This is an optimization exercise on Yosys and OpenROAD, whose aim is small area, a short achievable clock period and few clock cycles per item, not a production implementation.
Function was checked by simulation only, so behaviour that the tests miss may differ from the original.
Power and IR drop assume default switching activity.

**design.v**
```verilog
module si4464_rf_encoder #(
    parameter [31:0] FREQ_MIN_HZ    = 32'd400000000,
    parameter [31:0] FREQ_MAX_HZ    = 32'd406000000,
    parameter [31:0] BAND_MID_HZ    = 32'd403000000,
    parameter [7:0]  INT_LOW        = 8'd61,
    parameter [7:0]  INT_HIGH       = 8'd62,
    parameter [31:0] REF_DIVISOR_HZ = 32'd6500000,
    parameter [31:0] XTAL_FREQ_HZ   = 32'd26000000
) (
    input  wire        clk,
    input  wire        rst,         
    input  wire        in_valid,
    output wire        in_ready,
    input  wire [63:0] in_word,     
    input  wire [31:0] in_rb,       
    output reg         out_valid,
    input  wire        out_ready,
    output wire [3:0]  out_status,  
    output wire [2:0]  out_len,     
    output wire [39:0] out_data     
);
    wire [7:0]  opc     = in_word[63:56];
    wire        is_freq = (opc == 8'h11);
    wire        is_dr   = (opc == 8'h12) && (in_word[55:16] == 40'd0);
    wire [31:0] freq_hz = in_word[31:0];
    wire        in_band = (freq_hz >= FREQ_MIN_HZ) && (freq_hz <= FREQ_MAX_HZ);
    wire [1:0]  osr_sel  = in_rb[27:26];
    wire [25:0] nco_mode = in_rb[25:0];
    wire        q_nz = (nco_mode >= 26'd26000000);     
    wire        q2   = (nco_mode >= 26'd52000000);     
    reg  [1:0]  t_in;
    always @(*) begin
        case (osr_sel)
            2'd1:    t_in = q2 ? 2'd3 : 2'd2;
            2'd2:    t_in = q2 ? 2'd2 : 2'd1;
            default: t_in = q2 ? 2'd1 : 2'd0;
        endcase
    end
    wire [23:0] adj_in = opc[1] ? {21'd0, q_nz, t_in} : in_word[55:32];
    reg         s1_valid;
    reg         s1_freq, s1_dr, s1_band;
    reg  [21:0] s1_x;
    reg         s1_f27;
    reg  [23:0] s1_adj;
    wire [21:0] x   = s1_x;
    wire [21:0] xn  = ~x;
    wire        f27 = s1_f27;
    wire        low = !s1_f27 || (s1_x < 22'd346816);
    wire [23:0] adj = s1_adj;
    wire [15:0] bps   = s1_x[15:0];
    wire [1:0]  t     = s1_adj[1:0];
    wire [18:0] bps_t = {3'd0, bps} << t;
    wire [20:0] dr_a  = {bps_t, 2'b00};
    wire [18:0] dr_b  = bps_t;
    wire        sel_d = s1_dr && s1_adj[2];
    wire        sel_f = !s1_dr;
    wire ha0_s, ha0_c;
    si4464_ha u_ha0 (.a(x[19]), .b(x[17]), .s(ha0_s), .co(ha0_c));
    wire ha1_s, ha1_c;
    si4464_ha u_ha1 (.a(x[20]), .b(x[18]), .s(ha1_s), .co(ha1_c));
    wire ha2_s, ha2_c;
    si4464_ha u_ha2 (.a(x[21]), .b(x[19]), .s(ha2_s), .co(ha2_c));
    wire ha3_s, ha3_c;
    si4464_ha u_ha3 (.a(x[20]), .b(x[16]), .s(ha3_s), .co(ha3_c));
    wire ha4_s, ha4_c;
    si4464_ha u_ha4 (.a(x[21]), .b(x[16]), .s(ha4_s), .co(ha4_c));
    wire ha5_s, ha5_c;
    si4464_ha u_ha5 (.a(x[17]), .b(x[11]), .s(ha5_s), .co(ha5_c));
    wire ha6_s, ha6_c;
    si4464_ha u_ha6 (.a(x[19]), .b(x[13]), .s(ha6_s), .co(ha6_c));
    wire fa0_s, fa0_c;
    si4464_fa u_fa0 (.a(x[16]), .b(x[13]), .c(x[10]), .s(fa0_s), .co(fa0_c));
    wire fa1_s, fa1_c;
    si4464_fa u_fa1 (.a(x[17]), .b(x[14]), .c(x[11]), .s(fa1_s), .co(fa1_c));
    wire ha7_s, ha7_c;
    si4464_ha u_ha7 (.a(x[9]), .b(x[5]), .s(ha7_s), .co(ha7_c));
    wire fa2_s, fa2_c;
    si4464_fa u_fa2 (.a(x[18]), .b(x[15]), .c(x[12]), .s(fa2_s), .co(fa2_c));
    wire fa3_s, fa3_c;
    si4464_fa u_fa3 (.a(x[10]), .b(x[6]), .c(x[1]), .s(fa3_s), .co(fa3_c));
    wire ha8_s, ha8_c;
    assign ha8_s = !xn[4];
    assign ha8_c = xn[4];
    wire fa4_s, fa4_c;
    si4464_fa u_fa4 (.a(x[19]), .b(x[16]), .c(x[13]), .s(fa4_s), .co(fa4_c));
    wire fa5_s, fa5_c;
    si4464_fa u_fa5 (.a(x[11]), .b(x[7]), .c(x[2]), .s(fa5_s), .co(fa5_c));
    wire fa6_s, fa6_c;
    si4464_fa u_fa6 (.a(x[20]), .b(x[17]), .c(x[14]), .s(fa6_s), .co(fa6_c));
    wire fa7_s, fa7_c;
    si4464_fa u_fa7 (.a(x[12]), .b(x[8]), .c(x[3]), .s(fa7_s), .co(fa7_c));
    wire fa8_s, fa8_c;
    si4464_fa u_fa8 (.a(x[21]), .b(x[18]), .c(x[15]), .s(fa8_s), .co(fa8_c));
    wire fa9_s, fa9_c;
    si4464_fa u_fa9 (.a(x[13]), .b(x[9]), .c(x[4]), .s(fa9_s), .co(fa9_c));
    wire fa10_s, fa10_c;
    si4464_fa u_fa10 (.a(x[19]), .b(x[16]), .c(x[14]), .s(fa10_s), .co(fa10_c));
    wire fa11_s, fa11_c;
    si4464_fa u_fa11 (.a(x[10]), .b(x[5]), .c(f27), .s(fa11_s), .co(fa11_c));
    wire fa12_s, fa12_c;
    si4464_fa u_fa12 (.a(x[20]), .b(x[17]), .c(x[15]), .s(fa12_s), .co(fa12_c));
    wire fa13_s, fa13_c;
    si4464_fa u_fa13 (.a(x[11]), .b(x[6]), .c(x[0]), .s(fa13_s), .co(fa13_c));
    wire ha9_s, ha9_c;
    assign ha9_s = !xn[9];
    assign ha9_c = xn[9];
    wire fa14_s, fa14_c;
    si4464_fa u_fa14 (.a(x[21]), .b(x[18]), .c(x[16]), .s(fa14_s), .co(fa14_c));
    wire fa15_s, fa15_c;
    si4464_fa u_fa15 (.a(x[12]), .b(x[7]), .c(x[1]), .s(fa15_s), .co(fa15_c));
    wire fa16_s, fa16_c;
    assign fa16_s = !(xn[10] ^ xn[3]);
    assign fa16_c = xn[10] | xn[3];
    wire fa17_s, fa17_c;
    si4464_fa u_fa17 (.a(x[13]), .b(x[8]), .c(x[2]), .s(fa17_s), .co(fa17_c));
    wire fa18_s, fa18_c;
    assign fa18_s = !(x[0] ^ f27);
    assign fa18_c = x[0] | f27;
    wire fa19_s, fa19_c;
    si4464_fa u_fa19 (.a(xn[11]), .b(xn[4]), .c(ha0_s), .s(fa19_s), .co(fa19_c));
    wire fa20_s, fa20_c;
    si4464_fa u_fa20 (.a(x[14]), .b(x[9]), .c(x[3]), .s(fa20_s), .co(fa20_c));
    wire fa21_s, fa21_c;
    assign fa21_s = !(x[1] ^ xn[12]);
    assign fa21_c = x[1] | xn[12];
    wire fa22_s, fa22_c;
    si4464_fa u_fa22 (.a(xn[5]), .b(ha1_s), .c(ha0_c), .s(fa22_s), .co(fa22_c));
    wire fa23_s, fa23_c;
    si4464_fa u_fa23 (.a(x[15]), .b(x[10]), .c(x[4]), .s(fa23_s), .co(fa23_c));
    wire fa24_s, fa24_c;
    si4464_fa u_fa24 (.a(x[2]), .b(x[0]), .c(xn[13]), .s(fa24_s), .co(fa24_c));
    wire fa25_s, fa25_c;
    si4464_fa u_fa25 (.a(xn[6]), .b(ha2_s), .c(ha1_c), .s(fa25_s), .co(fa25_c));
    wire fa26_s, fa26_c;
    si4464_fa u_fa26 (.a(x[11]), .b(x[5]), .c(x[3]), .s(fa26_s), .co(fa26_c));
    wire fa27_s, fa27_c;
    si4464_fa u_fa27 (.a(x[1]), .b(f27), .c(xn[14]), .s(fa27_s), .co(fa27_c));
    wire fa28_s, fa28_c;
    si4464_fa u_fa28 (.a(xn[7]), .b(ha3_s), .c(ha2_c), .s(fa28_s), .co(fa28_c));
    wire fa29_s, fa29_c;
    si4464_fa u_fa29 (.a(x[21]), .b(x[17]), .c(x[12]), .s(fa29_s), .co(fa29_c));
    wire fa30_s, fa30_c;
    si4464_fa u_fa30 (.a(x[6]), .b(x[4]), .c(x[2]), .s(fa30_s), .co(fa30_c));
    wire fa31_s, fa31_c;
    si4464_fa u_fa31 (.a(xn[15]), .b(xn[8]), .c(ha3_c), .s(fa31_s), .co(fa31_c));
    wire fa32_s, fa32_c;
    si4464_fa u_fa32 (.a(x[18]), .b(x[13]), .c(x[7]), .s(fa32_s), .co(fa32_c));
    wire fa33_s, fa33_c;
    si4464_fa u_fa33 (.a(x[5]), .b(x[3]), .c(x[0]), .s(fa33_s), .co(fa33_c));
    wire fa34_s, fa34_c;
    si4464_fa u_fa34 (.a(f27), .b(xn[16]), .c(xn[9]), .s(fa34_s), .co(fa34_c));
    wire fa35_s, fa35_c;
    si4464_fa u_fa35 (.a(x[19]), .b(x[14]), .c(x[8]), .s(fa35_s), .co(fa35_c));
    wire fa36_s, fa36_c;
    si4464_fa u_fa36 (.a(x[6]), .b(x[4]), .c(x[1]), .s(fa36_s), .co(fa36_c));
    wire fa37_s, fa37_c;
    assign fa37_s = !(xn[17] ^ xn[10]);
    assign fa37_c = xn[17] | xn[10];
    wire fa38_s, fa38_c;
    si4464_fa u_fa38 (.a(x[20]), .b(x[15]), .c(x[9]), .s(fa38_s), .co(fa38_c));
    wire fa39_s, fa39_c;
    si4464_fa u_fa39 (.a(x[7]), .b(x[5]), .c(x[2]), .s(fa39_s), .co(fa39_c));
    wire fa40_s, fa40_c;
    si4464_fa u_fa40 (.a(x[0]), .b(xn[18]), .c(xn[11]), .s(fa40_s), .co(fa40_c));
    wire fa41_s, fa41_c;
    si4464_fa u_fa41 (.a(x[10]), .b(x[8]), .c(x[6]), .s(fa41_s), .co(fa41_c));
    wire fa42_s, fa42_c;
    assign fa42_s = !(x[3] ^ x[1]);
    assign fa42_c = x[3] | x[1];
    wire fa43_s, fa43_c;
    si4464_fa u_fa43 (.a(xn[19]), .b(xn[12]), .c(ha4_s), .s(fa43_s), .co(fa43_c));
    wire fa44_s, fa44_c;
    si4464_fa u_fa44 (.a(x[9]), .b(x[7]), .c(x[4]), .s(fa44_s), .co(fa44_c));
    wire fa45_s, fa45_c;
    si4464_fa u_fa45 (.a(x[2]), .b(f27), .c(xn[20]), .s(fa45_s), .co(fa45_c));
    wire fa46_s, fa46_c;
    si4464_fa u_fa46 (.a(xn[13]), .b(ha5_s), .c(ha4_c), .s(fa46_s), .co(fa46_c));
    wire fa47_s, fa47_c;
    si4464_fa u_fa47 (.a(x[18]), .b(x[12]), .c(x[10]), .s(fa47_s), .co(fa47_c));
    wire fa48_s, fa48_c;
    si4464_fa u_fa48 (.a(x[8]), .b(x[5]), .c(x[3]), .s(fa48_s), .co(fa48_c));
    wire fa49_s, fa49_c;
    si4464_fa u_fa49 (.a(xn[21]), .b(xn[14]), .c(ha5_c), .s(fa49_s), .co(fa49_c));
    wire fa50_s, fa50_c;
    si4464_fa u_fa50 (.a(x[11]), .b(x[9]), .c(x[6]), .s(fa50_s), .co(fa50_c));
    wire fa51_s, fa51_c;
    si4464_fa u_fa51 (.a(x[4]), .b(!f27), .c(adj[0]), .s(fa51_s), .co(fa51_c));
    wire fa52_s, fa52_c;
    assign fa52_s = !(xn[15] ^ ha6_s);
    assign fa52_c = xn[15] | ha6_s;
    wire fa53_s, fa53_c;
    si4464_fa u_fa53 (.a(x[20]), .b(x[14]), .c(x[12]), .s(fa53_s), .co(fa53_c));
    wire fa54_s, fa54_c;
    si4464_fa u_fa54 (.a(x[10]), .b(x[7]), .c(x[5]), .s(fa54_s), .co(fa54_c));
    wire fa55_s, fa55_c;
    si4464_fa u_fa55 (.a(adj[1]), .b(xn[16]), .c(ha6_c), .s(fa55_s), .co(fa55_c));
    wire fa56_s, fa56_c;
    si4464_fa u_fa56 (.a(x[21]), .b(x[15]), .c(x[13]), .s(fa56_s), .co(fa56_c));
    wire fa57_s, fa57_c;
    si4464_fa u_fa57 (.a(x[11]), .b(x[8]), .c(x[6]), .s(fa57_s), .co(fa57_c));
    wire ha10_s, ha10_c;
    si4464_ha u_ha10 (.a(adj[2]), .b(xn[17]), .s(ha10_s), .co(ha10_c));
    wire fa58_s, fa58_c;
    si4464_fa u_fa58 (.a(x[16]), .b(x[14]), .c(x[12]), .s(fa58_s), .co(fa58_c));
    wire fa59_s, fa59_c;
    si4464_fa u_fa59 (.a(x[9]), .b(x[7]), .c(f27), .s(fa59_s), .co(fa59_c));
    wire ha11_s, ha11_c;
    si4464_ha u_ha11 (.a(adj[3]), .b(xn[18]), .s(ha11_s), .co(ha11_c));
    wire fa60_s, fa60_c;
    si4464_fa u_fa60 (.a(x[17]), .b(x[15]), .c(x[13]), .s(fa60_s), .co(fa60_c));
    wire fa61_s, fa61_c;
    si4464_fa u_fa61 (.a(x[10]), .b(x[8]), .c(adj[4]), .s(fa61_s), .co(fa61_c));
    wire ha12_s, ha12_c;
    assign ha12_s = !xn[19];
    assign ha12_c = xn[19];
    wire fa62_s, fa62_c;
    si4464_fa u_fa62 (.a(x[18]), .b(x[16]), .c(x[14]), .s(fa62_s), .co(fa62_c));
    wire fa63_s, fa63_c;
    si4464_fa u_fa63 (.a(x[11]), .b(x[9]), .c(adj[5]), .s(fa63_s), .co(fa63_c));
    wire ha13_s, ha13_c;
    assign ha13_s = !xn[20];
    assign ha13_c = xn[20];
    wire fa64_s, fa64_c;
    si4464_fa u_fa64 (.a(x[19]), .b(x[17]), .c(x[15]), .s(fa64_s), .co(fa64_c));
    wire fa65_s, fa65_c;
    si4464_fa u_fa65 (.a(x[12]), .b(x[10]), .c(adj[6]), .s(fa65_s), .co(fa65_c));
    wire fa66_s, fa66_c;
    si4464_fa u_fa66 (.a(x[20]), .b(x[18]), .c(x[16]), .s(fa66_s), .co(fa66_c));
    wire ha14_s, ha14_c;
    si4464_ha u_ha14 (.a(x[13]), .b(x[11]), .s(ha14_s), .co(ha14_c));
    wire fa67_s, fa67_c;
    si4464_fa u_fa67 (.a(x[21]), .b(x[19]), .c(x[17]), .s(fa67_s), .co(fa67_c));
    wire ha15_s, ha15_c;
    si4464_ha u_ha15 (.a(x[20]), .b(x[18]), .s(ha15_s), .co(ha15_c));
    wire fa68_s, fa68_c;
    si4464_fa u_fa68 (.a(x[8]), .b(x[4]), .c(!f27), .s(fa68_s), .co(fa68_c));
    wire fa69_s, fa69_c;
    assign fa69_s = !(x[0] ^ xn[3]);
    assign fa69_c = x[0] | xn[3];
    wire ha16_s, ha16_c;
    si4464_ha u_ha16 (.a(ha7_s), .b(fa0_c), .s(ha16_s), .co(ha16_c));
    wire fa70_s, fa70_c;
    si4464_fa u_fa70 (.a(ha8_s), .b(ha7_c), .c(fa1_c), .s(fa70_s), .co(fa70_c));
    wire fa71_s, fa71_c;
    si4464_fa u_fa71 (.a(fa2_s), .b(fa3_s), .c(!low), .s(fa71_s), .co(fa71_c));
    wire fa72_s, fa72_c;
    si4464_fa u_fa72 (.a(xn[5]), .b(ha8_c), .c(fa2_c), .s(fa72_s), .co(fa72_c));
    wire fa73_s, fa73_c;
    si4464_fa u_fa73 (.a(fa3_c), .b(fa4_s), .c(fa5_s), .s(fa73_s), .co(fa73_c));
    wire fa74_s, fa74_c;
    assign fa74_s = !(xn[6] ^ fa4_c);
    assign fa74_c = xn[6] | fa4_c;
    wire fa75_s, fa75_c;
    si4464_fa u_fa75 (.a(fa5_c), .b(fa6_s), .c(fa7_s), .s(fa75_s), .co(fa75_c));
    wire fa76_s, fa76_c;
    si4464_fa u_fa76 (.a(xn[7]), .b(xn[0]), .c(fa6_c), .s(fa76_s), .co(fa76_c));
    wire fa77_s, fa77_c;
    si4464_fa u_fa77 (.a(fa7_c), .b(fa8_s), .c(fa9_s), .s(fa77_s), .co(fa77_c));
    wire fa78_s, fa78_c;
    si4464_fa u_fa78 (.a(xn[8]), .b(xn[1]), .c(fa8_c), .s(fa78_s), .co(fa78_c));
    wire fa79_s, fa79_c;
    si4464_fa u_fa79 (.a(fa9_c), .b(fa10_s), .c(fa11_s), .s(fa79_s), .co(fa79_c));
    wire fa80_s, fa80_c;
    si4464_fa u_fa80 (.a(xn[2]), .b(ha9_s), .c(fa10_c), .s(fa80_s), .co(fa80_c));
    wire fa81_s, fa81_c;
    si4464_fa u_fa81 (.a(fa11_c), .b(fa12_s), .c(fa13_s), .s(fa81_s), .co(fa81_c));
    wire fa82_s, fa82_c;
    si4464_fa u_fa82 (.a(ha9_c), .b(fa16_s), .c(fa12_c), .s(fa82_s), .co(fa82_c));
    wire fa83_s, fa83_c;
    si4464_fa u_fa83 (.a(fa13_c), .b(fa14_s), .c(fa15_s), .s(fa83_s), .co(fa83_c));
    wire fa84_s, fa84_c;
    si4464_fa u_fa84 (.a(fa18_s), .b(fa16_c), .c(fa14_c), .s(fa84_s), .co(fa84_c));
    wire fa85_s, fa85_c;
    si4464_fa u_fa85 (.a(fa15_c), .b(fa17_s), .c(fa19_s), .s(fa85_s), .co(fa85_c));
    wire fa86_s, fa86_c;
    si4464_fa u_fa86 (.a(fa18_c), .b(fa21_s), .c(fa17_c), .s(fa86_s), .co(fa86_c));
    wire fa87_s, fa87_c;
    si4464_fa u_fa87 (.a(fa20_s), .b(fa19_c), .c(fa22_s), .s(fa87_s), .co(fa87_c));
    wire fa88_s, fa88_c;
    si4464_fa u_fa88 (.a(fa21_c), .b(fa20_c), .c(fa23_s), .s(fa88_s), .co(fa88_c));
    wire fa89_s, fa89_c;
    si4464_fa u_fa89 (.a(fa24_s), .b(fa22_c), .c(fa25_s), .s(fa89_s), .co(fa89_c));
    wire fa90_s, fa90_c;
    si4464_fa u_fa90 (.a(fa23_c), .b(fa26_s), .c(fa24_c), .s(fa90_s), .co(fa90_c));
    wire fa91_s, fa91_c;
    si4464_fa u_fa91 (.a(fa27_s), .b(fa25_c), .c(fa28_s), .s(fa91_s), .co(fa91_c));
    wire fa92_s, fa92_c;
    si4464_fa u_fa92 (.a(fa26_c), .b(fa29_s), .c(fa30_s), .s(fa92_s), .co(fa92_c));
    wire fa93_s, fa93_c;
    si4464_fa u_fa93 (.a(fa27_c), .b(fa28_c), .c(fa31_s), .s(fa93_s), .co(fa93_c));
    wire fa94_s, fa94_c;
    si4464_fa u_fa94 (.a(fa29_c), .b(fa30_c), .c(fa32_s), .s(fa94_s), .co(fa94_c));
    wire fa95_s, fa95_c;
    si4464_fa u_fa95 (.a(fa33_s), .b(fa34_s), .c(fa31_c), .s(fa95_s), .co(fa95_c));
    wire fa96_s, fa96_c;
    si4464_fa u_fa96 (.a(fa37_s), .b(fa32_c), .c(fa33_c), .s(fa96_s), .co(fa96_c));
    wire fa97_s, fa97_c;
    si4464_fa u_fa97 (.a(fa35_s), .b(fa36_s), .c(fa34_c), .s(fa97_s), .co(fa97_c));
    wire fa98_s, fa98_c;
    si4464_fa u_fa98 (.a(fa37_c), .b(fa35_c), .c(fa36_c), .s(fa98_s), .co(fa98_c));
    wire fa99_s, fa99_c;
    si4464_fa u_fa99 (.a(fa38_s), .b(fa39_s), .c(fa40_s), .s(fa99_s), .co(fa99_c));
    wire fa100_s, fa100_c;
    si4464_fa u_fa100 (.a(fa42_s), .b(fa38_c), .c(fa39_c), .s(fa100_s), .co(fa100_c));
    wire fa101_s, fa101_c;
    si4464_fa u_fa101 (.a(fa41_s), .b(fa40_c), .c(fa43_s), .s(fa101_s), .co(fa101_c));
    wire fa102_s, fa102_c;
    si4464_fa u_fa102 (.a(fa42_c), .b(fa41_c), .c(fa44_s), .s(fa102_s), .co(fa102_c));
    wire fa103_s, fa103_c;
    si4464_fa u_fa103 (.a(fa45_s), .b(fa43_c), .c(fa46_s), .s(fa103_s), .co(fa103_c));
    wire fa104_s, fa104_c;
    si4464_fa u_fa104 (.a(fa44_c), .b(fa47_s), .c(fa48_s), .s(fa104_s), .co(fa104_c));
    wire fa105_s, fa105_c;
    si4464_fa u_fa105 (.a(fa45_c), .b(fa46_c), .c(fa49_s), .s(fa105_s), .co(fa105_c));
    wire fa106_s, fa106_c;
    si4464_fa u_fa106 (.a(fa47_c), .b(fa48_c), .c(fa50_s), .s(fa106_s), .co(fa106_c));
    wire fa107_s, fa107_c;
    si4464_fa u_fa107 (.a(fa51_s), .b(fa52_s), .c(fa49_c), .s(fa107_s), .co(fa107_c));
    wire fa108_s, fa108_c;
    si4464_fa u_fa108 (.a(fa50_c), .b(fa51_c), .c(fa53_s), .s(fa108_s), .co(fa108_c));
    wire fa109_s, fa109_c;
    si4464_fa u_fa109 (.a(fa54_s), .b(fa52_c), .c(fa55_s), .s(fa109_s), .co(fa109_c));
    wire fa110_s, fa110_c;
    si4464_fa u_fa110 (.a(ha10_s), .b(fa53_c), .c(fa54_c), .s(fa110_s), .co(fa110_c));
    wire fa111_s, fa111_c;
    si4464_fa u_fa111 (.a(fa56_s), .b(fa57_s), .c(fa55_c), .s(fa111_s), .co(fa111_c));
    wire fa112_s, fa112_c;
    si4464_fa u_fa112 (.a(ha11_s), .b(ha10_c), .c(fa56_c), .s(fa112_s), .co(fa112_c));
    wire fa113_s, fa113_c;
    si4464_fa u_fa113 (.a(fa57_c), .b(fa58_s), .c(fa59_s), .s(fa113_s), .co(fa113_c));
    wire fa114_s, fa114_c;
    si4464_fa u_fa114 (.a(ha12_s), .b(ha11_c), .c(fa58_c), .s(fa114_s), .co(fa114_c));
    wire fa115_s, fa115_c;
    si4464_fa u_fa115 (.a(fa59_c), .b(fa60_s), .c(fa61_s), .s(fa115_s), .co(fa115_c));
    wire fa116_s, fa116_c;
    si4464_fa u_fa116 (.a(ha12_c), .b(ha13_s), .c(fa60_c), .s(fa116_s), .co(fa116_c));
    wire fa117_s, fa117_c;
    si4464_fa u_fa117 (.a(fa61_c), .b(fa62_s), .c(fa63_s), .s(fa117_s), .co(fa117_c));
    wire fa118_s, fa118_c;
    si4464_fa u_fa118 (.a(xn[21]), .b(ha13_c), .c(fa62_c), .s(fa118_s), .co(fa118_c));
    wire fa119_s, fa119_c;
    si4464_fa u_fa119 (.a(fa63_c), .b(fa64_s), .c(fa65_s), .s(fa119_s), .co(fa119_c));
    wire fa120_s, fa120_c;
    si4464_fa u_fa120 (.a(!f27), .b(adj[7]), .c(ha14_s), .s(fa120_s), .co(fa120_c));
    wire fa121_s, fa121_c;
    si4464_fa u_fa121 (.a(fa64_c), .b(fa65_c), .c(fa66_s), .s(fa121_s), .co(fa121_c));
    wire fa122_s, fa122_c;
    si4464_fa u_fa122 (.a(x[14]), .b(x[12]), .c(adj[8]), .s(fa122_s), .co(fa122_c));
    wire fa123_s, fa123_c;
    si4464_fa u_fa123 (.a(ha14_c), .b(fa66_c), .c(fa67_s), .s(fa123_s), .co(fa123_c));
    wire fa124_s, fa124_c;
    si4464_fa u_fa124 (.a(x[15]), .b(x[13]), .c(f27), .s(fa124_s), .co(fa124_c));
    wire fa125_s, fa125_c;
    si4464_fa u_fa125 (.a(adj[9]), .b(ha15_s), .c(fa67_c), .s(fa125_s), .co(fa125_c));
    wire fa126_s, fa126_c;
    si4464_fa u_fa126 (.a(x[21]), .b(x[19]), .c(x[16]), .s(fa126_s), .co(fa126_c));
    wire fa127_s, fa127_c;
    si4464_fa u_fa127 (.a(x[14]), .b(adj[10]), .c(ha15_c), .s(fa127_s), .co(fa127_c));
    wire fa128_s, fa128_c;
    si4464_fa u_fa128 (.a(x[20]), .b(x[17]), .c(x[15]), .s(fa128_s), .co(fa128_c));
    wire fa129_s, fa129_c;
    assign fa129_s = !(f27 ^ adj[11]);
    assign fa129_c = f27 | adj[11];
    wire fa130_s, fa130_c;
    si4464_fa u_fa130 (.a(x[21]), .b(x[18]), .c(x[16]), .s(fa130_s), .co(fa130_c));
    wire fa131_s, fa131_c;
    si4464_fa u_fa131 (.a(x[19]), .b(x[17]), .c(f27), .s(fa131_s), .co(fa131_c));
    wire ha17_s, ha17_c;
    si4464_ha u_ha17 (.a(x[20]), .b(x[18]), .s(ha17_s), .co(ha17_c));
    wire ha18_s, ha18_c;
    assign ha18_s = !xn[2];
    assign ha18_c = xn[2];
    wire fa132_s, fa132_c;
    si4464_fa u_fa132 (.a(fa69_s), .b(fa68_c), .c(fa1_s), .s(fa132_s), .co(fa132_c));
    wire fa133_s, fa133_c;
    si4464_fa u_fa133 (.a(fa69_c), .b(ha16_c), .c(fa70_s), .s(fa133_s), .co(fa133_c));
    wire fa134_s, fa134_c;
    si4464_fa u_fa134 (.a(fa70_c), .b(fa72_s), .c(fa73_s), .s(fa134_s), .co(fa134_c));
    wire fa135_s, fa135_c;
    si4464_fa u_fa135 (.a(fa74_s), .b(fa72_c), .c(fa73_c), .s(fa135_s), .co(fa135_c));
    wire fa136_s, fa136_c;
    si4464_fa u_fa136 (.a(fa74_c), .b(fa76_s), .c(fa75_c), .s(fa136_s), .co(fa136_c));
    wire fa137_s, fa137_c;
    si4464_fa u_fa137 (.a(fa76_c), .b(fa78_s), .c(fa77_c), .s(fa137_s), .co(fa137_c));
    wire fa138_s, fa138_c;
    si4464_fa u_fa138 (.a(fa78_c), .b(fa80_s), .c(fa79_c), .s(fa138_s), .co(fa138_c));
    wire fa139_s, fa139_c;
    si4464_fa u_fa139 (.a(fa80_c), .b(fa82_s), .c(fa81_c), .s(fa139_s), .co(fa139_c));
    wire fa140_s, fa140_c;
    si4464_fa u_fa140 (.a(fa82_c), .b(fa84_s), .c(fa83_c), .s(fa140_s), .co(fa140_c));
    wire fa141_s, fa141_c;
    si4464_fa u_fa141 (.a(fa84_c), .b(fa86_s), .c(fa85_c), .s(fa141_s), .co(fa141_c));
    wire fa142_s, fa142_c;
    si4464_fa u_fa142 (.a(fa86_c), .b(fa88_s), .c(fa87_c), .s(fa142_s), .co(fa142_c));
    wire fa143_s, fa143_c;
    si4464_fa u_fa143 (.a(fa88_c), .b(fa90_s), .c(fa89_c), .s(fa143_s), .co(fa143_c));
    wire fa144_s, fa144_c;
    si4464_fa u_fa144 (.a(fa92_s), .b(fa90_c), .c(fa91_c), .s(fa144_s), .co(fa144_c));
    wire fa145_s, fa145_c;
    si4464_fa u_fa145 (.a(fa92_c), .b(fa94_s), .c(fa95_s), .s(fa145_s), .co(fa145_c));
    wire fa146_s, fa146_c;
    si4464_fa u_fa146 (.a(fa96_s), .b(fa94_c), .c(fa97_s), .s(fa146_s), .co(fa146_c));
    wire fa147_s, fa147_c;
    si4464_fa u_fa147 (.a(fa96_c), .b(fa98_s), .c(fa97_c), .s(fa147_s), .co(fa147_c));
    wire fa148_s, fa148_c;
    si4464_fa u_fa148 (.a(fa98_c), .b(fa100_s), .c(fa99_c), .s(fa148_s), .co(fa148_c));
    wire fa149_s, fa149_c;
    si4464_fa u_fa149 (.a(fa100_c), .b(fa102_s), .c(fa101_c), .s(fa149_s), .co(fa149_c));
    wire fa150_s, fa150_c;
    si4464_fa u_fa150 (.a(fa102_c), .b(fa104_s), .c(fa103_c), .s(fa150_s), .co(fa150_c));
    wire fa151_s, fa151_c;
    si4464_fa u_fa151 (.a(fa104_c), .b(fa106_s), .c(fa107_s), .s(fa151_s), .co(fa151_c));
    wire fa152_s, fa152_c;
    si4464_fa u_fa152 (.a(fa106_c), .b(fa108_s), .c(fa107_c), .s(fa152_s), .co(fa152_c));
    wire fa153_s, fa153_c;
    si4464_fa u_fa153 (.a(fa110_s), .b(fa108_c), .c(fa111_s), .s(fa153_s), .co(fa153_c));
    wire fa154_s, fa154_c;
    si4464_fa u_fa154 (.a(fa110_c), .b(fa112_s), .c(fa113_s), .s(fa154_s), .co(fa154_c));
    wire fa155_s, fa155_c;
    si4464_fa u_fa155 (.a(fa112_c), .b(fa114_s), .c(fa113_c), .s(fa155_s), .co(fa155_c));
    wire fa156_s, fa156_c;
    si4464_fa u_fa156 (.a(fa114_c), .b(fa116_s), .c(fa115_c), .s(fa156_s), .co(fa156_c));
    wire fa157_s, fa157_c;
    si4464_fa u_fa157 (.a(fa116_c), .b(fa118_s), .c(fa117_c), .s(fa157_s), .co(fa157_c));
    wire fa158_s, fa158_c;
    si4464_fa u_fa158 (.a(fa120_s), .b(fa118_c), .c(fa119_c), .s(fa158_s), .co(fa158_c));
    wire fa159_s, fa159_c;
    si4464_fa u_fa159 (.a(fa122_s), .b(fa120_c), .c(fa121_c), .s(fa159_s), .co(fa159_c));
    wire fa160_s, fa160_c;
    si4464_fa u_fa160 (.a(fa122_c), .b(fa124_s), .c(fa125_s), .s(fa160_s), .co(fa160_c));
    wire fa161_s, fa161_c;
    si4464_fa u_fa161 (.a(fa124_c), .b(fa126_s), .c(fa127_s), .s(fa161_s), .co(fa161_c));
    wire fa162_s, fa162_c;
    si4464_fa u_fa162 (.a(fa129_s), .b(fa126_c), .c(fa128_s), .s(fa162_s), .co(fa162_c));
    wire fa163_s, fa163_c;
    si4464_fa u_fa163 (.a(adj[12]), .b(fa129_c), .c(fa128_c), .s(fa163_s), .co(fa163_c));
    wire fa164_s, fa164_c;
    assign fa164_s = !(adj[13] ^ fa130_c);
    assign fa164_c = adj[13] | fa130_c;
    wire fa165_s, fa165_c;
    assign fa165_s = !(adj[14] ^ ha17_s);
    assign fa165_c = adj[14] | ha17_s;
    wire fa166_s, fa166_c;
    si4464_fa u_fa166 (.a(x[21]), .b(x[19]), .c(adj[15]), .s(fa166_s), .co(fa166_c));
    wire ha19_s, ha19_c;
    si4464_ha u_ha19 (.a(x[20]), .b(f27), .s(ha19_s), .co(ha19_c));
    wire ha20_s, ha20_c;
    si4464_ha u_ha20 (.a(x[21]), .b(adj[17]), .s(ha20_s), .co(ha20_c));
    wire ha21_s, ha21_c;
    si4464_ha u_ha21 (.a(ha18_s), .b(fa68_s), .s(ha21_s), .co(ha21_c));
    wire fa167_s, fa167_c;
    si4464_fa u_fa167 (.a(ha18_c), .b(ha16_s), .c(fa132_s), .s(fa167_s), .co(fa167_c));
    wire fa168_s, fa168_c;
    si4464_fa u_fa168 (.a(fa132_c), .b(fa71_s), .c(fa133_s), .s(fa168_s), .co(fa168_c));
    wire fa169_s, fa169_c;
    si4464_fa u_fa169 (.a(fa71_c), .b(fa133_c), .c(fa134_s), .s(fa169_s), .co(fa169_c));
    wire fa170_s, fa170_c;
    si4464_fa u_fa170 (.a(fa75_s), .b(fa135_s), .c(fa134_c), .s(fa170_s), .co(fa170_c));
    wire fa171_s, fa171_c;
    si4464_fa u_fa171 (.a(fa77_s), .b(fa135_c), .c(fa136_s), .s(fa171_s), .co(fa171_c));
    wire fa172_s, fa172_c;
    si4464_fa u_fa172 (.a(fa79_s), .b(fa136_c), .c(fa137_s), .s(fa172_s), .co(fa172_c));
    wire fa173_s, fa173_c;
    si4464_fa u_fa173 (.a(fa81_s), .b(fa137_c), .c(fa138_s), .s(fa173_s), .co(fa173_c));
    wire fa174_s, fa174_c;
    si4464_fa u_fa174 (.a(fa83_s), .b(fa138_c), .c(fa139_s), .s(fa174_s), .co(fa174_c));
    wire fa175_s, fa175_c;
    si4464_fa u_fa175 (.a(fa85_s), .b(fa139_c), .c(fa140_s), .s(fa175_s), .co(fa175_c));
    wire fa176_s, fa176_c;
    si4464_fa u_fa176 (.a(fa87_s), .b(fa140_c), .c(fa141_s), .s(fa176_s), .co(fa176_c));
    wire fa177_s, fa177_c;
    si4464_fa u_fa177 (.a(fa89_s), .b(fa141_c), .c(fa142_s), .s(fa177_s), .co(fa177_c));
    wire fa178_s, fa178_c;
    si4464_fa u_fa178 (.a(fa91_s), .b(fa142_c), .c(fa143_s), .s(fa178_s), .co(fa178_c));
    wire fa179_s, fa179_c;
    si4464_fa u_fa179 (.a(fa93_s), .b(fa143_c), .c(fa144_s), .s(fa179_s), .co(fa179_c));
    wire fa180_s, fa180_c;
    si4464_fa u_fa180 (.a(fa93_c), .b(fa144_c), .c(fa145_s), .s(fa180_s), .co(fa180_c));
    wire fa181_s, fa181_c;
    si4464_fa u_fa181 (.a(fa95_c), .b(fa146_s), .c(fa145_c), .s(fa181_s), .co(fa181_c));
    wire fa182_s, fa182_c;
    si4464_fa u_fa182 (.a(fa99_s), .b(fa147_s), .c(fa146_c), .s(fa182_s), .co(fa182_c));
    wire fa183_s, fa183_c;
    si4464_fa u_fa183 (.a(fa101_s), .b(fa147_c), .c(fa148_s), .s(fa183_s), .co(fa183_c));
    wire fa184_s, fa184_c;
    si4464_fa u_fa184 (.a(fa103_s), .b(fa148_c), .c(fa149_s), .s(fa184_s), .co(fa184_c));
    wire fa185_s, fa185_c;
    si4464_fa u_fa185 (.a(fa105_s), .b(fa149_c), .c(fa150_s), .s(fa185_s), .co(fa185_c));
    wire fa186_s, fa186_c;
    si4464_fa u_fa186 (.a(fa105_c), .b(fa150_c), .c(fa151_s), .s(fa186_s), .co(fa186_c));
    wire fa187_s, fa187_c;
    si4464_fa u_fa187 (.a(fa109_s), .b(fa152_s), .c(fa151_c), .s(fa187_s), .co(fa187_c));
    wire fa188_s, fa188_c;
    si4464_fa u_fa188 (.a(fa109_c), .b(fa152_c), .c(fa153_s), .s(fa188_s), .co(fa188_c));
    wire fa189_s, fa189_c;
    si4464_fa u_fa189 (.a(fa111_c), .b(fa154_s), .c(fa153_c), .s(fa189_s), .co(fa189_c));
    wire fa190_s, fa190_c;
    si4464_fa u_fa190 (.a(fa115_s), .b(fa155_s), .c(fa154_c), .s(fa190_s), .co(fa190_c));
    wire fa191_s, fa191_c;
    si4464_fa u_fa191 (.a(fa117_s), .b(fa155_c), .c(fa156_s), .s(fa191_s), .co(fa191_c));
    wire fa192_s, fa192_c;
    si4464_fa u_fa192 (.a(fa119_s), .b(fa156_c), .c(fa157_s), .s(fa192_s), .co(fa192_c));
    wire fa193_s, fa193_c;
    si4464_fa u_fa193 (.a(fa121_s), .b(fa157_c), .c(fa158_s), .s(fa193_s), .co(fa193_c));
    wire fa194_s, fa194_c;
    si4464_fa u_fa194 (.a(fa123_s), .b(fa158_c), .c(fa159_s), .s(fa194_s), .co(fa194_c));
    wire fa195_s, fa195_c;
    si4464_fa u_fa195 (.a(fa123_c), .b(fa159_c), .c(fa160_s), .s(fa195_s), .co(fa195_c));
    wire fa196_s, fa196_c;
    si4464_fa u_fa196 (.a(fa125_c), .b(fa161_s), .c(fa160_c), .s(fa196_s), .co(fa196_c));
    wire fa197_s, fa197_c;
    si4464_fa u_fa197 (.a(fa127_c), .b(fa162_s), .c(fa161_c), .s(fa197_s), .co(fa197_c));
    wire fa198_s, fa198_c;
    si4464_fa u_fa198 (.a(fa130_s), .b(fa163_s), .c(fa162_c), .s(fa198_s), .co(fa198_c));
    wire fa199_s, fa199_c;
    si4464_fa u_fa199 (.a(fa131_s), .b(fa164_s), .c(fa163_c), .s(fa199_s), .co(fa199_c));
    wire fa200_s, fa200_c;
    si4464_fa u_fa200 (.a(fa131_c), .b(fa165_s), .c(fa164_c), .s(fa200_s), .co(fa200_c));
    wire fa201_s, fa201_c;
    si4464_fa u_fa201 (.a(ha17_c), .b(fa166_s), .c(fa165_c), .s(fa201_s), .co(fa201_c));
    wire fa202_s, fa202_c;
    si4464_fa u_fa202 (.a(adj[16]), .b(ha19_s), .c(fa166_c), .s(fa202_s), .co(fa202_c));
    wire fa203_s, fa203_c;
    assign fa203_s = !(ha20_s ^ ha19_c);
    assign fa203_c = ha20_s | ha19_c;
    wire fa204_s, fa204_c;
    si4464_fa u_fa204 (.a(f27), .b(adj[18]), .c(ha20_c), .s(fa204_s), .co(fa204_c));
    wire fa205_s, fa205_c;
    assign fa205_s = !(adj[19] ^ low);
    assign fa205_c = adj[19] | low;
    wire ha22_s, ha22_c;
    assign ha22_s = !adj[20];
    assign ha22_c = adj[20];
    wire ha23_s, ha23_c;
    assign ha23_s = !adj[21];
    assign ha23_c = adj[21];
    wire ha24_s, ha24_c;
    assign ha24_s = !adj[22];
    assign ha24_c = adj[22];
    wire g0 = ha21_s & fa0_s;
    wire p0 = ha21_s | fa0_s;
    wire g1 = fa167_s & ha21_c;
    wire p1 = fa167_s | ha21_c;
    wire g2 = fa168_s & fa167_c;
    wire p2 = fa168_s | fa167_c;
    wire g3 = fa169_s & fa168_c;
    wire p3 = fa169_s | fa168_c;
    wire g4 = fa170_s & fa169_c;
    wire p4 = fa170_s | fa169_c;
    wire g5 = fa171_s & fa170_c;
    wire p5 = fa171_s | fa170_c;
    wire g6 = fa172_s & fa171_c;
    wire p6 = fa172_s | fa171_c;
    wire g7 = fa173_s & fa172_c;
    wire p7 = fa173_s | fa172_c;
    wire g8 = fa174_s & fa173_c;
    wire p8 = fa174_s | fa173_c;
    wire g9 = fa175_s & fa174_c;
    wire p9 = fa175_s | fa174_c;
    wire g10 = fa176_s & fa175_c;
    wire p10 = fa176_s | fa175_c;
    wire g11 = fa177_s & fa176_c;
    wire p11 = fa177_s | fa176_c;
    wire g12 = fa178_s & fa177_c;
    wire p12 = fa178_s | fa177_c;
    wire g13 = fa179_s & fa178_c;
    wire p13 = fa179_s | fa178_c;
    wire g14 = fa180_s & fa179_c;
    wire p14 = fa180_s | fa179_c;
    wire g15 = fa181_s & fa180_c;
    wire p15 = fa181_s | fa180_c;
    wire g16 = fa182_s & fa181_c;
    wire p16 = fa182_s | fa181_c;
    wire g17 = fa183_s & fa182_c;
    wire p17 = fa183_s | fa182_c;
    wire g18 = fa184_s & fa183_c;
    wire p18 = fa184_s | fa183_c;
    wire g19 = fa185_s & fa184_c;
    wire p19 = fa185_s | fa184_c;
    wire a20 = (sel_f & fa186_s) | (sel_d & dr_a[0]);
    wire b20 = (sel_f & fa185_c) | (sel_d & dr_b[0]);
    wire a21 = (sel_f & fa187_s) | (sel_d & dr_a[1]);
    wire b21 = (sel_f & fa186_c) | (sel_d & dr_b[1]);
    wire a22 = (sel_f & fa188_s) | (sel_d & dr_a[2]);
    wire b22 = (sel_f & fa187_c) | (sel_d & dr_b[2]);
    wire a23 = (sel_f & fa189_s) | (sel_d & dr_a[3]);
    wire b23 = (sel_f & fa188_c) | (sel_d & dr_b[3]);
    wire a24 = (sel_f & fa190_s) | (sel_d & dr_a[4]);
    wire b24 = (sel_f & fa189_c) | (sel_d & dr_b[4]);
    wire a25 = (sel_f & fa191_s) | (sel_d & dr_a[5]);
    wire b25 = (sel_f & fa190_c) | (sel_d & dr_b[5]);
    wire a26 = (sel_f & fa192_s) | (sel_d & dr_a[6]);
    wire b26 = (sel_f & fa191_c) | (sel_d & dr_b[6]);
    wire a27 = (sel_f & fa193_s) | (sel_d & dr_a[7]);
    wire b27 = (sel_f & fa192_c) | (sel_d & dr_b[7]);
    wire a28 = (sel_f & fa194_s) | (sel_d & dr_a[8]);
    wire b28 = (sel_f & fa193_c) | (sel_d & dr_b[8]);
    wire a29 = (sel_f & fa195_s) | (sel_d & dr_a[9]);
    wire b29 = (sel_f & fa194_c) | (sel_d & dr_b[9]);
    wire a30 = (sel_f & fa196_s) | (sel_d & dr_a[10]);
    wire b30 = (sel_f & fa195_c) | (sel_d & dr_b[10]);
    wire a31 = (sel_f & fa197_s) | (sel_d & dr_a[11]);
    wire b31 = (sel_f & fa196_c) | (sel_d & dr_b[11]);
    wire a32 = (sel_f & fa198_s) | (sel_d & dr_a[12]);
    wire b32 = (sel_f & fa197_c) | (sel_d & dr_b[12]);
    wire a33 = (sel_f & fa199_s) | (sel_d & dr_a[13]);
    wire b33 = (sel_f & fa198_c) | (sel_d & dr_b[13]);
    wire a34 = (sel_f & fa200_s) | (sel_d & dr_a[14]);
    wire b34 = (sel_f & fa199_c) | (sel_d & dr_b[14]);
    wire a35 = (sel_f & fa201_s) | (sel_d & dr_a[15]);
    wire b35 = (sel_f & fa200_c) | (sel_d & dr_b[15]);
    wire a36 = (sel_f & fa202_s) | (sel_d & dr_a[16]);
    wire b36 = (sel_f & fa201_c) | (sel_d & dr_b[16]);
    wire a37 = (sel_f & fa203_s) | (sel_d & dr_a[17]);
    wire b37 = (sel_f & fa202_c) | (sel_d & dr_b[17]);
    wire a38 = (sel_f & fa204_s) | (sel_d & dr_a[18]);
    wire b38 = (sel_f & fa203_c) | (sel_d & dr_b[18]);
    wire a39 = (sel_f & fa205_s) | (sel_d & dr_a[19]);
    wire b39 = (sel_f & fa204_c) | (sel_d & 1'b0);
    wire a40 = (sel_f & ha22_s) | (sel_d & dr_a[20]);
    wire b40 = (sel_f & fa205_c) | (sel_d & 1'b0);
    wire a41 = (sel_f & ha23_s) | (sel_d & 1'b0);
    wire b41 = (sel_f & ha22_c) | (sel_d & 1'b0);
    wire a42 = ha24_s;
    wire b42 = ha23_c;
    wire a43 = !adj[23];
    wire b43 = ha24_c;
    wire a44 = 1'b1;
    wire b44 = 1'b0;
    wire m0_g = g1 | (p1 & g0);
    wire m1_g = g2 | (p2 & m0_g);
    wire m2_g = g4 | (p4 & g3);
    wire m2_p = p4 & p3;
    wire m3_g = m2_g | (m2_p & m1_g);
    wire m4_g = g6 | (p6 & g5);
    wire m4_p = p6 & p5;
    wire m5_g = g7 | (p7 & m4_g);
    wire m5_p = p7 & m4_p;
    wire m6_g = g9 | (p9 & g8);
    wire m6_p = p9 & p8;
    wire m7_g = m6_g | (m6_p & m5_g);
    wire m7_p = m6_p & m5_p;
    wire m8_g = m7_g | (m7_p & m3_g);
    wire m9_g = g11 | (p11 & g10);
    wire m9_p = p11 & p10;
    wire m10_g = g12 | (p12 & m9_g);
    wire m10_p = p12 & m9_p;
    wire m11_g = g14 | (p14 & g13);
    wire m11_p = p14 & p13;
    wire m12_g = m11_g | (m11_p & m10_g);
    wire m12_p = m11_p & m10_p;
    wire m13_g = g16 | (p16 & g15);
    wire m13_p = p16 & p15;
    wire m14_g = g17 | (p17 & m13_g);
    wire m14_p = p17 & m13_p;
    wire m15_g = g19 | (p19 & g18);
    wire m15_p = p19 & p18;
    wire m16_g = m15_g | (m15_p & m14_g);
    wire m16_p = m15_p & m14_p;
    wire m17_g = m16_g | (m16_p & m12_g);
    wire m17_p = m16_p & m12_p;
    wire m18_g = m17_g | (m17_p & m8_g);
    wire c20 = sel_f & m18_g;
    wire s20, c21;
    si4464_fa u_r20 (.a(a20), .b(b20), .c(c20), .s(s20), .co(c21));
    wire s21, c22;
    si4464_fa u_r21 (.a(a21), .b(b21), .c(c21), .s(s21), .co(c22));
    wire s22, c23;
    si4464_fa u_r22 (.a(a22), .b(b22), .c(c22), .s(s22), .co(c23));
    wire s23, c24;
    si4464_fa u_r23 (.a(a23), .b(b23), .c(c23), .s(s23), .co(c24));
    wire s24, c25;
    si4464_fa u_r24 (.a(a24), .b(b24), .c(c24), .s(s24), .co(c25));
    wire s25, c26;
    si4464_fa u_r25 (.a(a25), .b(b25), .c(c25), .s(s25), .co(c26));
    wire s26, c27;
    si4464_fa u_r26 (.a(a26), .b(b26), .c(c26), .s(s26), .co(c27));
    wire s27, c28;
    si4464_fa u_r27 (.a(a27), .b(b27), .c(c27), .s(s27), .co(c28));
    wire s28, c29;
    si4464_fa u_r28 (.a(a28), .b(b28), .c(c28), .s(s28), .co(c29));
    wire s29, c30;
    si4464_fa u_r29 (.a(a29), .b(b29), .c(c29), .s(s29), .co(c30));
    wire s30, c31;
    si4464_fa u_r30 (.a(a30), .b(b30), .c(c30), .s(s30), .co(c31));
    wire s31, c32;
    si4464_fa u_r31 (.a(a31), .b(b31), .c(c31), .s(s31), .co(c32));
    wire s32, c33;
    si4464_fa u_r32 (.a(a32), .b(b32), .c(c32), .s(s32), .co(c33));
    wire s33, c34;
    si4464_fa u_r33 (.a(a33), .b(b33), .c(c33), .s(s33), .co(c34));
    wire s34, c35;
    si4464_fa u_r34 (.a(a34), .b(b34), .c(c34), .s(s34), .co(c35));
    wire s35, c36;
    si4464_fa u_r35 (.a(a35), .b(b35), .c(c35), .s(s35), .co(c36));
    wire s36, c37;
    si4464_fa u_r36 (.a(a36), .b(b36), .c(c36), .s(s36), .co(c37));
    wire s37, c38;
    si4464_fa u_r37 (.a(a37), .b(b37), .c(c37), .s(s37), .co(c38));
    wire s38, c39;
    si4464_fa u_r38 (.a(a38), .b(b38), .c(c38), .s(s38), .co(c39));
    wire s39, c40;
    si4464_fa u_r39 (.a(a39), .b(b39), .c(c39), .s(s39), .co(c40));
    wire s40, c41;
    si4464_fa u_r40 (.a(a40), .b(b40), .c(c40), .s(s40), .co(c41));
    wire s41, c42;
    si4464_fa u_r41 (.a(a41), .b(b41), .c(c41), .s(s41), .co(c42));
    wire s42, c43;
    si4464_fa u_r42 (.a(a42), .b(b42), .c(c42), .s(s42), .co(c43));
    wire s43, c44;
    si4464_fa u_r43 (.a(a43), .b(b43), .c(c43), .s(s43), .co(c44));
    wire s44 = a44 ^ b44 ^ c44;
    wire [24:0] sum = {s44, s43, s42, s41, s40, s39, s38, s37, s36, s35, s34, s33, s32, s31, s30, s29, s28, s27, s26, s25, s24, s23, s22, s21, s20};
    wire        f_ok   = s1_freq && s1_band && !sum[24];
    wire        f_bad  = s1_freq && !(s1_band && !sum[24]);
    wire        ill    = !s1_freq && !s1_dr;
    wire [23:0] val    = (f_ok || s1_dr) ? sum[23:0] : 24'd0;
    wire [28:0] res    = {f_ok, s1_dr, f_bad, ill, !low, val};
    reg [28:0] h, k;
    reg        h_isf, h_isd;
    reg        k_valid, in_rdy;
    assign in_ready = in_rdy;
    wire take   = out_valid && out_ready;
    wire accept = in_valid && in_rdy;
    wire full   = out_valid && k_valid;
    wire move   = s1_valid && !full;        
    wire s1_en  = !(s1_valid && full);      
    wire h_en   = !out_valid || take;
    wire s1_valid_nx = s1_en ? accept : 1'b1;
    wire out_valid_nx = h_en ? (k_valid || move) : 1'b1;
    wire k_valid_nx = k_valid ? !take : (move && out_valid && !take);
    always @(posedge clk) begin
        if (rst) begin
            s1_valid  <= 1'b0;
            out_valid <= 1'b0;
            k_valid   <= 1'b0;
            in_rdy    <= 1'b1;
        end else begin
            s1_valid  <= s1_valid_nx;
            out_valid <= out_valid_nx;
            k_valid   <= k_valid_nx;
            in_rdy    <= !(s1_valid_nx && out_valid_nx && k_valid_nx);
        end
    end
    always @(posedge clk) begin
        if (s1_en) begin
            s1_freq <= is_freq;
            s1_dr   <= is_dr;
            s1_band <= in_band;
            s1_x    <= freq_hz[21:0];
            s1_f27  <= freq_hz[27];
            s1_adj  <= adj_in;
        end
    end
    wire [28:0] h_src = k_valid ? k : res;
    always @(posedge clk) begin
        if (!k_valid) k <= res;
        if (h_en) begin
            h     <= h_src;
            h_isf <= h_src[28] || h_src[26];    
            h_isd <= h_src[27] || h_src[25];    
        end
    end
    wire        r_fok  = h[28];
    wire        r_dok  = h[27];
    wire        r_fbad = h[26];
    wire        r_ill  = h[25];
    wire        r_nhi  = h[24];
    wire [23:0] v      = h[23:0];       
    assign out_status = {r_ill, r_ill, r_fbad, r_fbad || r_ill};
    assign out_len    = {r_fok, r_dok, r_fok || r_dok};
    assign out_data[39:32] = {1'b0, r_dok && v[21], r_fok || (r_dok && v[20]),
                              r_fok || (r_dok && v[19]), r_fok || (r_dok && v[18]),
                              r_fok || (r_dok && v[17]), r_dok && v[16],
                              (r_fok && r_nhi) || (r_dok && v[15])};
    assign out_data[31:24] = r_dok ? v[14:7] : 8'd0;
    assign out_data[23:16] = (r_fok ? v[23:16] : 8'd0) | (h_isd ? {v[6:0], 1'b0} : 8'd0);
    assign out_data[15:0]  = h_isf ? v[15:0] : 16'd0;
endmodule
module si4464_fa (input wire a, input wire b, input wire c,
                  output wire s, output wire co);
    assign s  = a ^ b ^ c;
    assign co = (a & b) | (a & c) | (b & c);
endmodule
module si4464_ha (input wire a, input wire b, output wire s, output wire co);
    assign s  = a ^ b;
    assign co = a & b;
endmodule
```
**flow/run.sh**
```bash
#!/bin/bash
# The standard layout (the standard.sh, all ORFS steps from synthesis to
# finish) with one change: the buffers that ORFS puts on every input and
# output port are the smallest buffer cell instead of clkdlybuf4s50_1.
set -euo pipefail
export BUFFER_PORTS_ARGS="-buffer_cell sky130_fd_sc_hd__buf_1"
bash standard.sh > standard.log 2>&1
```
**standard.sh**
```bash
#!/bin/bash
# synth_recipe.tcl (not shown) runs the flow's synth.tcl, then flattens the netlist and writes it again
# the make line also repeats each setting of config.mk as NAME=value (left out here)
make -C /OpenROAD-flow-scripts/flow DESIGN_CONFIG=/design/flow/config.mk WORK_HOME=/design/flow/orfs CLKGATE_MAP_FILE= SYNTH_SCRIPT=/design/flow/synth_recipe.tcl "${@:-finish}"
```
**config.mk**
```make
export PLATFORM = sky130hd
export DESIGN_NAME = si4464_rf_encoder
export DESIGN_NICKNAME = si4464_rf_encoder
export VERILOG_FILES = /design/flow/design.v
export SDC_FILE = /design/flow/constraint.sdc
export NUM_CORES = 4
export LEC_CHECK = 0
export CAP_MARGIN = 20
export CORE_MARGIN = 2
export CORE_UTILIZATION = 40
export CTS_BUF_LIST = sky130_fd_sc_hd__clkbuf_8
export CTS_CLUSTER_DIAMETER = 150
export CTS_CLUSTER_SIZE = 30
export PLACE_DENSITY = 0.6
export SLEW_MARGIN = 20
export SYNTH_HIERARCHICAL = 1
```
**constraint.sdc**
```tcl
create_clock -name core_clock -period 70.0 [get_ports {clk}]
set_input_delay 14.0000 -clock core_clock [delete_from_list [all_inputs] [get_ports {clk}]]
set_output_delay 14.0000 -clock core_clock [all_outputs]
set_load 0.01 [all_outputs]
```
==> impl_metrics.py, run 1 <==
metrics = {
    "drt": {
        "via_per_inst": 5.16,
        "vias": 6709,
        "first_iter_violations": 408,
        "dr.pass1.iters": 4,
        "wl_per_cell_um": 19.0,
        "detail-route-antenna-nets": 0,
        "post-route-drc-count": 0,
        "routed_wl_mm": 24.7,
    },
    "die": {
        "die_w_um": 166,
        "die_h_um": 166,
        "pin_count": 149,
        "rows": 59,
        "coreArea_um2": 25800,
        "initial_utilization": 0.404,
        "die_area_um2": 27400,
    },
    "grt": {
        "track_usage": 0.192,
        "grt_max_degree": 52,
        "grt_pass1_wl_mm": 38.6,
        "grt_pass1_vias": 6972,
        "overflow": 0,
        "antenna_found_initial": 0,
    },
    "synthesis": {
        "yosysWarnings": 7,
        "synth-edff-count": 81,
        "syn-num-nets": 1158,
        "netlist.area_leader.share": 0.416,
        "synth.largest_area_cell": "fa_1",
        "synth_area_um2": 10400,
        "seq_area_frac_synth": 0.296,
        "synth_seq_cells": 114,
        "synth_flop_cell": "edfxtp_1",
        "ys_types": 58,
        "postSynthAreaPerCell_um2": 12.9,
        "netlist_instances": 809,
        "async_flop_share": 0,
        "synth.area.top_cells": "fa_1 (42%), edfxtp_1 (23%), dfxtp_1 (6.3%)",
    },
    "final_layout": {
        "syn_to_final_growth_pct": 12.9,
        "final_common_cell": "fa_1",
        "multi_input_area_um2": 6850,
        "drive_gt1_frac": 0.0580,
        "insertedDiodeCount": 0,
        "layout_common_cells": "fa_1 (217), buf_1 (136), inv_1 (99)",
        "fin_util": 0.456,
        "fill_cells": 2358,
        "nets": 1301,
        "seq_area_um2": 3090,
    },
    "place": {
        "gp_congestion": 0.885,
        "portBuffers": 136,
        "dpl.hpwl_mm": 19.0,
    },
    "sta": {
        "slew_violations": 0,
        "timing.slew.headroom": 0.350,
        "rsz0062_at_grt": "no",
        "skew_ps": 12.4,
        "setup_viol": 0,
        "fin_hold_ws_ps": 487,
        "finalCritPeriodShare": 0.222,
        "fmax_ghz": 0.0645,
        "min_period_ps": 15510,
        "finalHoldViolCount": 0,
        "finalSetupTns_ps": 0,
        "tightest_slew_ps": 975,
    },
    "clocking": {
        "cts-root-buf": "clkbuf_8",
        "post_cts_buffers": 0,
        "clk_pin_slew_worst_paths_ps": 80,
        "hold_buffers": 0,
        "cts_tree": "done",
        "ctsHtreeMaxLevel": 4,
        "clock_sinks": 114,
        "insertion_delay_ps": 440,
        "cts_buffer_depth": 2,
        "cts_resized": 0,
        "cts_buffers": 17,
    },
    "critical_path": {
        "critical_path_class": "reg2out",
        "start_kind": "flop",
        "cp-end-kind": "primary output",
        "slowest_delay_ps": 590,
        "cp_cell_sequence": "or2_2 -> buf_1",
        "reg2reg_depth": 39,
        "path_max_fanout": 15,
        "crit_slowest_cell": "edfxtp_1",
        "crit_arrival_ps": 1510,
        "cp.required_ps": 56000,
    },
    "hold_path": {
        "hold_class": "reg2reg",
        "holdPathStages": 1,
    },
    "power_and_ir_drop": {
        "vdd_drop_max_mv": 0.0167,
        "p_total_uw": 341,
        "cellPowerDensity_nw_per_um2": 28.9,
        "p_leak_uw": 0.00464,
    },
    "status": {
        "status": "finished clean",
    },
    "flow_run": {
        "maxCapViolations": 0,
    },
}
## stage by stage
stage	instance area, µm²	instances	worst slack (ps)
global route	11800	1300	54340
detailed placement	11400	1268	54510
finish	11800	1300	54490
floorplan	10400	809	54800
CTS	11800	1300	54450
global placement	11400	1268	54470
## routing by layer
| layer | GRT usage | routed length [µm] | vias up |
|---|---|---|---|
| met3 | 0.0435 | 1530 | 23 |
| met1 | 0.285 | 11600 | 3394 |
| met2 | 0.286 | 11200 | 214 |
| met5 | 0 | 0 | - |
| li1 | - | - | 3078 |
| met4 | 0.0474 | 362 | 0 |
## registers in the layout (all words and copies together) (netlist names), 22 cells and up
signal  cells
h          29
k          29
s1_adj     24
s1_x       22
## per-module statistics from Yosys, one instance, submodules excluded
module,flip-flops and latches,cell area (µm²),copies in the design,cells inside
si4464_fa,0,20.0,217,1
si4464_ha,0,12.5,17,1
si4464_rf_encoder,114,5890,1,575
## cell type report
class,instances,area share
Clock inverter,14,0.0159
Inverter,97,0.0309
Tap cell,335,0.0356
Multi-Input combinational cell,570,0.581
Timing Repair Buffer,152,0.0535
Clock buffer,18,0.0210
Sequential cell,114,0.262
## worst paths after layout
path,start,slack (ps),end
max,h[28],54490,out_len[0]
min,k[4],490,k[4]
max reg2reg,s1_f27,55030,h[10]
min reg2reg,k[4],490,k[4]
## cells by family after synthesis
| kind of cell | share of synthesized area |
|---|---|
| adder cells (fa/ha/maj) | 0.456 |
| AO/OA/AOI/OAI | 0.107 |
| AND/OR/NAND/NOR | 0.0799 |
| buffers and inverters | 0.0488 |
| flip-flops | 0.296 |
| multiplexers | 0.0115 |
| other | 0.000359 |
## synthesized netlist by cell type, types with 2 or more instances
master / n
nand2b_1: 5
a31oi_1: 4
a21o_1: 5
nor4_1: 10
fa_1: 217
nand2_1: 20
ha_1: 32
nor3_1: 5
o221ai_1: 2
a22oi_1: 3
and2_1: 29
mux2i_1: 12
o22ai_1: 9
buf_4: 8
and3_1: 2
nor4b_1: 3
o21ai_0: 49
nand4_1: 4
o31ai_1: 3
edfxtp_1: 81
o22a_1: 13
or2_2: 4
o21ai_1: 5
and4_1: 2
a22o_1: 32
nand3_1: 11
nor2b_1: 26
o41ai_1: 2
nor2_1: 14
inv_1: 97
o311ai_0: 2
o211ai_1: 2
or4_1: 4
clkbuf_1: 12
buf_2: 8
a21oi_1: 18
dfxtp_1: 33
## power by group
part           total (µW)  switching (µW)  internal (µW)
Sequential           79.2            4.44           74.8
Clock                68.7            28.9           39.7
Combinational         193             105           88.0
Total                 341             139            203
## critical path, delay by kind of cell (launching register included)
kind | cells | cell delay [ps]
simple gates | 1 | 360
flops | 1 | 590
buf+inv | 1 | 130
Testbench counts, summed over its fixed seeds: cycles 16,016, items 16,000.
==> inputs of run 2 (changes only) <==
--- a/config.mk
+++ b/config.mk
@@ -10,3 +10,2 @@
 export CORE_UTILIZATION = 40
-export CTS_BUF_LIST = sky130_fd_sc_hd__clkbuf_8
 export CTS_CLUSTER_DIAMETER = 150
==> run 2 against run 1 <==
Effect of this change: still clean on timing, DRC and antenna; worst setup slack improved by 40 ps; total power up 5.6%; clock power rose by 26%; die area did not move; first-iteration DRC count increased by 5.9%; final area up 1.5%; combinational power is essentially flat; non-clock buffer count stayed put; utilization is 0.66 points higher; critical path type unchanged; critical endpoint unchanged.
==> impl_metrics.py, run 2 <==
metrics = {
    "status": {
        "status": "finished clean",
    },
    "grt": {
        "grt_pass1_wl_mm": 38.8,
        "track_usage": 0.192,
        "antenna_found_initial": 0,
        "overflow": 0,
        "grt_pass1_vias": 6968,
        "grt_max_degree": 52,
    },
    "synthesis": {
        "synth_area_um2": 10400,
        "ys_top_cells_by_count": "fa_1 (217), inv_1 (97), edfxtp_1 (81)",
        "postSynthAreaPerCell_um2": 12.9,
        "synth-edff-count": 81,
        "seq_area_frac_synth": 0.296,
        "synth_seq_cells": 114,
        "yosysMostFrequentCell": "fa_1",
        "synth.area.top_cells": "fa_1 (42%), edfxtp_1 (23%), dfxtp_1 (6.3%)",
        "netlist.area_leader.share": 0.416,
        "synth_flop_cell": "edfxtp_1",
        "netlist_instances": 809,
        "ys_types": 58,
        "yosysWarnings": 7,
        "async_flop_share": 0,
        "synth.largest_area_cell": "fa_1",
        "syn-num-nets": 1158,
    },
    "hold_path": {
        "worstHoldStart": "k[4]",
        "hold-path-endpoint": "k[4]",
        "hold_class": "reg2reg",
        "holdPathStages": 1,
    },
    "critical_path": {
        "crit_slowest_cell": "edfxtp_1",
        "reg2reg_depth": 39,
        "rr_endpoint": "h[10]",
        "cp_cell_sequence": "or2_2 -> buf_1",
        "start_kind": "flop",
        "crit_family": "flip-flops",
        "r2r_slack_ps": 55000,
        "cp-end-kind": "primary output",
        "crit_arrival_ps": 1470,
        "critPathBufInv": 1,
        "critical_path_class": "reg2out",
        "path_max_fanout": 15,
        "slowest_delay_ps": 580,
        "cp.required_ps": 56000,
        "rr_startpoint": "s1_f27",
    },
    "place": {
        "dpl.hpwl_mm": 19.0,
        "gp_congestion": 0.885,
        "dp_cells": 1268,
        "portBuffers": 136,
    },
    "clocking": {
        "cts_buffer_depth": 2,
        "ctsHtreeMaxLevel": 4,
        "cts_resized": 0,
        "clk_pin_slew_worst_paths_ps": 60,
        "clock_sinks": 114,
        "cts_tree": "done",
        "post_cts_buffers": 0,
        "cts-root-buf": "clkbuf_16",
        "cts_buffers": 17,
        "insertion_delay_ps": 410,
        "hold_buffers": 0,
    },
    "power_and_ir_drop": {
        "p_leak_uw": 0.00471,
        "vdd_drop_max_mv": 0.0170,
        "cellPowerDensity_nw_per_um2": 30.1,
    },
    "sta": {
        "min_period_ps": 15470,
        "slew_violations": 0,
        "timing.slew.headroom": 0.328,
        "finalCritPeriodShare": 0.221,
        "fmax_ghz": 0.0646,
        "finalHoldViolCount": 0,
        "setup_viol": 0,
        "tightest_slew_ps": 1010,
        "finalSetupTns_ps": 0,
        "rsz0062_at_grt": "no",
        "skew_ps": 9.62,
    },
    "final_layout": {
        "final_common_cell": "fa_1",
        "layout_common_cells": "fa_1 (217), buf_1 (136), inv_1 (97)",
        "insertedDiodeCount": 0,
        "drive_gt1_frac": 0.0580,
        "nets": 1301,
        "fill_cells": 2334,
        "top_regs": "h: 29 flops, k: 29 flops, s1_adj: 24 flops",
        "fin_cells": 1300,
        "syn_to_final_growth_pct": 14.5,
    },
    "drt": {
        "detail-route-antenna-nets": 0,
        "post-route-drc-count": 0,
        "via_per_inst": 5.19,
        "wl_per_cell_um": 19.0,
        "routed_wl_mm": 24.7,
        "dr.pass1.iters": 5,
        "vias": 6748,
        "first_iter_violations": 432,
    },
    "die": {
        "pin_count": 149,
        "rows": 59,
        "initial_utilization": 0.404,
        "die_area_um2": 27400,
        "die_h_um": 166,
        "die_w_um": 166,
        "coreArea_um2": 25800,
    },
    "flow_run": {
        "maxCapViolations": 0,
    },
}
[run 2: cell counts after synthesis]
No cell type changed its count.
[run 2: modules after synthesis (local to each module, per instance)]
module / flip-flops and latches / cell area (µm²)
si4464_rf_encoder: 114 / 5890
si4464_fa: 0 / 20.0
si4464_ha: 0 / 12.5
[run 2: cell type report]
cell class | instances | area (µm²) | area share
well taps | 335 | 419 | 0.0350
multi-input cells | 570 | 6850 | 0.572
inverters | 97 | 364 | 0.0304
repair buffers | 152 | 631 | 0.0527
clock inverters | 8 | 60.1 | 0.00502
clock buffers | 24 | 547 | 0.0457
flip-flops and latches | 114 | 3090 | 0.259
[run 2: where the power goes]
group	internal (µW)	switching (µW)
combinational	88.2	106
sequential	74.9	4.45
clock	55.0	31.7
[run 2: cells by family (layout without fill, tap and decap cells)]
kind of cell               after synthesis  after routing  share of synthesized area
adders and majority gates              251            251                      0.456
AOI/OAI and AO/OA                      162            162                      0.107
and+or+nand+nor                        144            144                     0.0799
buffers and inverters                  125            281                     0.0488
DFF                                    114            114                      0.296
muxes                                   12             12                     0.0115
other                                    1              1                   0.000359
[run 2: worst reg2reg max path, delay by kind of cell (launching register included)]
kind,cells,cell delay (ps)
adders and majority gates,29,11700
AOI/OAI and AO/OA,4,910
DFF,1,880
buffers and inverters,3,810
and+or+nand+nor,3,410
[run 2: worst max path at each step]
stage / slack, ps / to / from / cells after the start
after floorplan: 54800 / h[0] / out_ready / 1
after global placement: 54470 / s1_band / in_word[28] / 6
after detailed placement: 54510 / s1_band / in_word[28] / 6
after CTS: 54500 / out_len[0] / h[28] / 2
after global routing: 54400 / out_len[0] / h[28] / 2
final: 54530 / out_len[0] / h[28] / 2
[run 2: through the flow]
stage          setup slack (ps)   util  area (µm²)  hold WS [ps]  power, µW
2_1_floorplan             54800      -       10400           436        218
3_3_place_gp              54470  0.439       11400           465        271
3_5_place_dp              54510  0.439       11400           469        274
4_1_cts                   54500  0.463       12000           486        362
5_1_grt                   54400  0.463       12000           498        391
6_report                  54530  0.463       12000           484        360
[run 2: per-layer routing]
layer  global-route usage  part of all wire  wire, µm  vias to the layer above
met2                0.288              0.46     11300                      242
met1                0.287              0.47     11600                     3397
met4               0.0447             0.013       316                        0
li1                     -                 -         -                     3087
met3               0.0395             0.064      1580                       22
met5                    0                 0         0                        -

## separate check: timing with driven ports
Ports are ideal in the flow. The routed layouts listed here were re-timed in OpenROAD. Step 1 sets driving cells, clkbuf_16 on the clock port and buf_2 on the other inputs (assumed; they add their load-dependent delay and slew). Step 2, shift: input delay + t, output delay - t, t = (earliest + latest rising clock arrival at the registers) / 2. This alone moves slack from input paths to output paths. Slacks: ideal ports / drivers / drivers and shift; pairs: ideal ports / drivers.
| run | t, ns | setup slack, ns | worst setup path after step 2 | latest minus earliest clock arrival (ns) | worst slew at a driven data input, ns |
|---|---|---|---|---|---|
| run 1 | 0.466 | 54.487 / 54.451 / 54.502 | input to register | 0.012 / 0.013 | 0.04 |
| run 2 | 0.442 | 54.526 / 54.490 / 54.516 | input to register | 0.010 / 0.010 | 0.05 |
After both steps every run listed still meets setup and hold. The setup slack of run 2, which loses most, moves by -0.036 ns with the drivers and by -0.010 ns with both steps.
